What follows belongs to an exercise in optimizing a design on an open flow for small area, a short achievable clock period and few clock cycles; a production flow would make more cautious choices.
Where RTL was checked, it was by simulation tests only, not by an equivalence proof against the original.
No activity file was given, so power comes from the tool's default toggle rates.

Design ssb_seqgen, start of the top module:
module ssb_seqgen (
    input  wire        clk,
    input  wire        rst,           
    input  wire        start,
    input  wire [1:0]  op,
    input  wire [11:0] len,           
    input  wire [30:0] cinit,         
    input  wire [8:0]  nid1,          
    input  wire [1:0]  nid2,          
    input  wire [9:0]  ncell,         
    input  wire [5:0]  issb,          
    input  wire [6:0]  lmax,          
    input  wire        nhf,           
    output wire        ready,
    output wire        out_valid,
    output wire [31:0] out_data,
    input  wire        out_ready
);
Size in the first run: about 120 I/O pins.
export LEC_CHECK = 0
export CAP_MARGIN = 20
export CORE_MARGIN = 2
export CORE_UTILIZATION = 55
export CTS_BUF_LIST = sky130_fd_sc_hd__clkbuf_8
export PLACE_DENSITY = 0.7
export SLEW_MARGIN = 20
create_clock -name core_clock -period 10.0 [get_ports {clk}]
standard.sh (not shown) runs the stock make flow with config.mk's settings and CLKGATE_MAP_FILE= SYNTH_SCRIPT=/design/flow/synth_recipe.tcl, a recipe that flattens the netlist after the stock synthesis.
==> flow/flow/run.sh <==
#!/bin/bash
# The standard layout (the standard.sh, unchanged synthesis), with
# repair_timing asked for extra setup margin so that the layout is
# optimised for a shorter achieved period. Every port gets a buffer, as in
# the standard flow: the outputs a buf_2 (flow/buffer_outputs.tcl, run just
# before the standard buffer_ports), the inputs a buf_1. Each step's output
# is logged. The clock tree uses clkbuf_8, larger sink clusters and no dummy
# loads.
bash standard.sh synth > synth.log 2>&1
bash standard.sh SETUP_SLACK_MARGIN=7.0 "PRE_GLOBAL_PLACE_TCL=$PWD/flow/buffer_outputs.tcl" \
    "BUFFER_PORTS_ARGS=-inputs -buffer_cell sky130_fd_sc_hd__buf_1" \
    "CTS_ARGS=-sink_clustering_enable -repair_clock_nets -buf_list sky130_fd_sc_hd__clkbuf_8 -sink_clustering_size 30 -sink_clustering_max_diameter 100 -dont_use_dummy_load" finish > finish.log 2>&1
==> flow/flow/buffer_outputs.tcl <==
buffer_ports -outputs -buffer_cell sky130_fd_sc_hd__buf_2
Testbench counts at the start, summed over its fixed seeds: cycles 16,268.
Rerun with:
--- a/flow/config.mk
+++ b/flow/config.mk
@@ -9,5 +9,4 @@
 export CORE_MARGIN = 2
-export CORE_UTILIZATION = 55
+export CORE_UTILIZATION = 40
 export CTS_BUF_LIST = sky130_fd_sc_hd__clkbuf_8
-export PLACE_DENSITY = 0.7
 export SLEW_MARGIN = 20
Effect: Register-to-register slack gets worse by 0.04 ns. Sequential share of layout area shrinks by 0.63 points. Worst setup slack got worse by 0.016 ns. Clock-buffer cell count stays the same. Critical path depth drops by 1. Global-route usage fell by 7.0 points.
Rerun with:
==> flow/flow/run.sh (replaced) <==
#!/bin/bash
# The standard layout (the standard.sh, unchanged synthesis), with
# repair_timing asked for extra setup margin so that the layout is
# optimised for a shorter achieved period. Every port gets a buffer: the
# inputs a buf_1 from the standard buffer_ports (after global placement's
# remove_buffers), the outputs a buf_2 from flow/buffer_outputs.tcl at the
# start of the resize step. The clock tree uses clkbuf_8, sink clusters of
# up to 30 and no dummy loads. Each step's output is logged.
bash standard.sh synth > synth.log 2>&1
bash standard.sh SETUP_SLACK_MARGIN=7.0 \
    "BUFFER_PORTS_ARGS=-inputs -buffer_cell sky130_fd_sc_hd__buf_1" \
    "PRE_RESIZE_TCL=$PWD/flow/buffer_outputs.tcl" \
    "CTS_ARGS=-sink_clustering_enable -repair_clock_nets -buf_list sky130_fd_sc_hd__clkbuf_8 -sink_clustering_size 30 -sink_clustering_max_diameter 100 -dont_use_dummy_load" \
    finish > finish.log 2>&1
--- a/flow/config.mk
+++ b/flow/config.mk
@@ -9,4 +9,5 @@
 export CORE_MARGIN = 2
-export CORE_UTILIZATION = 40
+export CORE_UTILIZATION = 55
 export CTS_BUF_LIST = sky130_fd_sc_hd__clkbuf_8
+export PLACE_DENSITY = 0.7
 export SLEW_MARGIN = 20
Maximum frequency went down slightly.
Cell area went up by a few percent.
Area after synthesis is unchanged.
Non-clock buffer count went up by 74.
Worst hold slack hardly moves.
Critical path depth went down by 5.
Clock-buffer cell count is unchanged.
Routed wire length went down by a few percent.
Sequential share of layout area went down by 1.1 points.
Die area went down by a quarter to a third.
Rerun with:
==> flow/flow/run.sh (replaced) <==
#!/bin/bash
# The standard layout (the standard.sh, unchanged synthesis), with
# repair_timing asked for extra setup margin so that the layout is
# optimised for a shorter achieved period, and ports buffered with a
# small buffer cell. Each step's output is logged.
bash standard.sh synth > synth.log 2>&1
bash standard.sh SETUP_SLACK_MARGIN=7.0 "BUFFER_PORTS_ARGS=-buffer_cell sky130_fd_sc_hd__buf_2" finish > finish.log 2>&1
--- a/flow/config.mk
+++ b/flow/config.mk
@@ -9,5 +9,4 @@
 export CORE_MARGIN = 2
-export CORE_UTILIZATION = 55
+export CORE_UTILIZATION = 40
 export CTS_BUF_LIST = sky130_fd_sc_hd__clkbuf_8
-export PLACE_DENSITY = 0.7
 export SLEW_MARGIN = 20
removed: flow/flow/buffer_outputs.tcl
Maximum frequency goes up by about 0.36%.
Total power goes up by about 6%.
Routed wire length goes up by 3.6%.
Setup slack improved by 0.011 ns.


== run C ==
ssb_seqgen, a different RTL version from the one above (not shown whole).
Size in the first run: ~120 I/O pins.
clock: 10.0 ns
lec_check: 0
cap_margin: 20
core_margin: 2
core_utilization: 55
cts_buf_list: sky130_fd_sc_hd__clkbuf_8
place_density: 0.7
slew_margin: 20
==> flow/flow/run.sh <==
#!/bin/bash
# The standard layout (the standard.sh, unchanged synthesis), with
# repair_timing asked for extra setup margin so that the layout is
# optimised for a shorter achieved period. Every port gets a buf_2 from the
# standard buffer_ports. The clock tree uses clkbuf_8, sink clusters of up
# to 30 and no dummy loads. Each step's output is logged.
bash standard.sh synth > synth.log 2>&1
bash standard.sh SETUP_SLACK_MARGIN=7.0 \
    "BUFFER_PORTS_ARGS=-buffer_cell sky130_fd_sc_hd__buf_2" \
    "CTS_ARGS=-sink_clustering_enable -repair_clock_nets -buf_list sky130_fd_sc_hd__clkbuf_8 -sink_clustering_size 30 -sink_clustering_max_diameter 100 -dont_use_dummy_load" \
    finish > finish.log 2>&1
Both conditions hold for run C: the flow ran to the end and the final layout passed the timing, DRC and antenna checks.
#### Input delta (run D over run C)
==> flow/flow/run.sh <==
#!/bin/bash
# The standard layout (the standard.sh, unchanged synthesis), with
# repair_timing asked for extra setup margin so that the layout is
# optimised for a shorter achieved period. Every port gets a buffer: the
# inputs a buf_1 from the standard buffer_ports (after global placement's
# remove_buffers), the outputs a buf_2 from flow/buffer_outputs.tcl at the
# start of the resize step. The clock tree uses clkbuf_8, sink clusters of
# up to 30 and no dummy loads. Each step's output is logged.
bash standard.sh synth > synth.log 2>&1
bash standard.sh SETUP_SLACK_MARGIN=7.0 \
    "BUFFER_PORTS_ARGS=-inputs -buffer_cell sky130_fd_sc_hd__buf_1" \
    "PRE_RESIZE_TCL=$PWD/flow/buffer_outputs.tcl" \
    "CTS_ARGS=-sink_clustering_enable -repair_clock_nets -buf_list sky130_fd_sc_hd__clkbuf_8 -sink_clustering_size 30 -sink_clustering_max_diameter 100 -dont_use_dummy_load" \
    finish > finish.log 2>&1
==> flow/flow/buffer_outputs.tcl (new file) <==
buffer_ports -outputs -buffer_cell sky130_fd_sc_hd__buf_2
Results
Area after synthesis came out exactly the same in run C and run D.
Sort run C and run D by final area desc -> top: run C
On run D: global-route usage is 1.1 points higher than what run C gave.
Run C and run D ended up with roughly the same met2 wirelength from detailed routing.
From run C to run D the numbers moved as follows: final weighted congestion in routability-driven placement increased about 1.3%; share of cell area taken by flip-flops and latches up 0.22 points.
No run of this note included a check of the RTL's function; only the layout flow was run.


ssb_seqgen with an RTL version that a note above also has.
For scale: about 1100 cells after synthesis, about 140 flip-flops, roughly 120 I/O pins, about 0.010 sq mm of cells after synthesis.
Design ssb_seqgen, start of the top module:
module ssb_seqgen (
    input  wire        clk,
    input  wire        rst,           
    input  wire        start,
    input  wire [1:0]  op,
    input  wire [11:0] len,           
    input  wire [30:0] cinit,         
    input  wire [8:0]  nid1,          
    input  wire [1:0]  nid2,          
    input  wire [9:0]  ncell,         
    input  wire [5:0]  issb,          
    input  wire [6:0]  lmax,          
    input  wire        nhf,           
    output wire        ready,
    output wire        out_valid,
    output wire [31:0] out_data,
    input  wire        out_ready
);
    localparam [1:0] OP_PRSG = 2'd0, OP_PSS = 2'd1, OP_SSS = 2'd2, OP_DMRS = 2'd3;
    localparam [126:0] XS1 = 127'h7f54cee9637b5b2470be57344f143040;
    localparam [30:0] X1_S0    = 31'h00000001;
    localparam [30:0] X1_S32   = 31'h48000000;
    localparam [30:0] X1_SWA   = 31'h48000000;
    localparam [30:0] X1_SEND  = 31'h48800000;
    localparam [30:0] X1_S1600 = 31'h5e485840;
    localparam [15:0] P_QPSK = 16'h2D41;   
    localparam [15:0] M_QPSK = 16'hD2BF;   
    reg         st_free;                  
    reg         st_start;                 
    reg         st_spend;                 
    reg         st_warm;                  
    reg         st_wa;                    
    reg         st_fb;                    
    reg         st_emit;                  
    reg         st_clr;                   
    reg         geq;                      
    reg         xq;                       
    reg  [1:0]  gop;
    reg  [30:0] x1, x2;
    reg  [11:0] rem;                      
    reg         seq_act, sss;
    reg  [6:0]  a0;                       
    reg  [6:0]  idx1;                     
    reg  [6:0]  scnt;
    reg         ovalid;
  ...
==> flow/config.mk <==
export PLATFORM = sky130hd
export DESIGN_NAME = ssb_seqgen
export DESIGN_NICKNAME = ssb_seqgen
export VERILOG_FILES = /design/flow/design.v
export SDC_FILE = /design/flow/constraint.sdc
export NUM_CORES = 4
export LEC_CHECK = 0
export CAP_MARGIN = 20
export CORE_MARGIN = 2
export CORE_UTILIZATION = 65
export CTS_BUF_LIST = sky130_fd_sc_hd__clkbuf_8
export PLACE_DENSITY = 0.8
export SLEW_MARGIN = 20
==> flow/constraint.sdc <==
create_clock -name core_clock -period 10.0 [get_ports {clk}]
set_input_delay 2.0000 -clock core_clock [delete_from_list [all_inputs] [get_ports {clk}]]
set_output_delay 2.0000 -clock core_clock [all_outputs]
set_load 0.01 [all_outputs]
==> flow/flow/run.sh <==
#!/bin/bash
# The standard layout (the standard.sh, unchanged synthesis), with
# repair_timing asked for extra setup margin so that the layout is
# optimised for a shorter achieved period. Every port gets a buffer, as in
# the standard flow: the outputs a buf_2 (flow/buffer_outputs.tcl, run just
# before the standard buffer_ports), the inputs a buf_1. Each step's output
# is logged. The clock tree uses clkbuf_8, larger sink clusters and no dummy
# loads.
bash standard.sh synth > synth.log 2>&1
bash standard.sh SETUP_SLACK_MARGIN=7.0 "PRE_GLOBAL_PLACE_TCL=$PWD/flow/buffer_outputs.tcl" \
    "BUFFER_PORTS_ARGS=-inputs -buffer_cell sky130_fd_sc_hd__buf_1" \
    "CTS_ARGS=-sink_clustering_enable -repair_clock_nets -buf_list sky130_fd_sc_hd__clkbuf_8 -sink_clustering_size 30 -sink_clustering_max_diameter 100 -dont_use_dummy_load" finish > finish.log 2>&1
==> flow/flow/buffer_outputs.tcl <==
buffer_ports -outputs -buffer_cell sky130_fd_sc_hd__buf_2
The starting point ran to the end with no violations.
Testbench counts at the start, summed over its fixed seeds: cycles 16,268.
Next try:
==> flow/flow/run.sh (replaced) <==
#!/bin/bash
# The standard layout (the standard.sh, unchanged synthesis), with
# repair_timing asked for extra setup margin so that the layout is
# optimised for a shorter achieved period, and ports buffered with a
# small buffer cell. Each step's output is logged.
bash standard.sh synth > synth.log 2>&1
bash standard.sh SETUP_SLACK_MARGIN=6.8 "BUFFER_PORTS_ARGS=-buffer_cell sky130_fd_sc_hd__buf_2" finish > finish.log 2>&1
Settings changed: CORE_UTILIZATION 65 to 40, PLACE_DENSITY 0.8 to not set.
removed: flow/flow/buffer_outputs.tcl
Outcome: The new run produced a clean layout; sequential power stays flat; total power is higher by a few percent; global-route usage fell by 12 points; routed wire length increases by roughly a tenth; cell count increases by roughly a tenth; area after synthesis is unchanged; design area climbs by a few percent; setup slack loses 150 ps; first-iteration DRC count is lower by about a fifth.
Next try:
==> flow/flow/run.sh (replaced) <==
#!/bin/bash
# The standard layout (the standard.sh, unchanged synthesis), with
# repair_timing asked for extra setup margin so that the layout is
# optimised for a shorter achieved period. Every port gets a buf_2 from the
# standard buffer_ports. The clock tree uses clkbuf_8, sink clusters of up
# to 30 and no dummy loads. Each step's output is logged.
bash standard.sh synth > synth.log 2>&1
bash standard.sh SETUP_SLACK_MARGIN=7.0 \
    "BUFFER_PORTS_ARGS=-buffer_cell sky130_fd_sc_hd__buf_2" \
    "CTS_ARGS=-sink_clustering_enable -repair_clock_nets -buf_list sky130_fd_sc_hd__clkbuf_8 -sink_clustering_size 30 -sink_clustering_max_diameter 100 -dont_use_dummy_load" \
    finish > finish.log 2>&1
Settings changed: CORE_UTILIZATION 40 to 55, PLACE_DENSITY set to 0.7.
Outcome: Non-clock buffer count goes up by 38; synthesized area does not change; cell count goes down by 5.0%; fmax goes up by 4.3%; sequential power goes down by about 0.9%; setup slack gets better by 130 ps; routed wire length goes down by 4.5%; power goes down by 3.6%; hold slack gets worse by 8.6 ps.

port drivers added, routing unchanged:
The flow's constraints put no driver on any port. The routed layouts listed below were extracted and timed again, unchanged, in two steps. Step 1 assumes that a clkbuf_16 drives the clock port and a buf_2 every other input. Step 2, shift: input delay + t, output delay - t, t = (earliest + latest rising clock arrival at the registers) / 2. This alone moves slack from input paths to output paths. Three values: ideal ports, drivers, drivers and shift; two values: the first two.
run | shift t [ns] | setup WS [ns] | slew at the worst register clock pin (ns) | worst slew at a driven data input, ns | cell pins on the clock port's net
the first run of note 1 | 0.495 | 6.997 / 7.004 / 6.521 | 0.09 / 0.09 | 0.05 | 1
the second run of note 1 | 0.504 | 6.981 / 6.960 / 6.482 | 0.11 / 0.11 | 0.08 | 1
the third run of note 1 | 0.494 | 6.938 / 6.897 / 6.513 | 0.09 / 0.09 | 0.06 | 1
the fourth run of note 1 | 0.497 | 6.949 / 6.903 / 6.510 | 0.09 / 0.09 | 0.05 | 1
run C | 0.502 | 6.869 / 6.882 / 6.379 | 0.09 / 0.09 | 0.04 | 1
run D | 0.493 | 6.939 / 6.896 / 6.464 | 0.09 / 0.09 | 0.05 | 1
the first run of note 3 | 0.503 | 6.947 / 6.968 / 6.465 | 0.08 / 0.08 | 0.04 | 1
the second run of note 3 | 0.514 | 6.800 / 6.754 / 6.332 | 0.10 / 0.10 | 0.03 | 1
the third run of note 3 | 0.502 | 6.932 / 6.891 / 6.444 | 0.09 / 0.09 | 0.05 | 1
After both steps setup and hold are still met in every run listed. The setup slack of the second run of note 1, which loses most, moves by -0.021 ns with the drivers and by -0.499 ns with both steps.
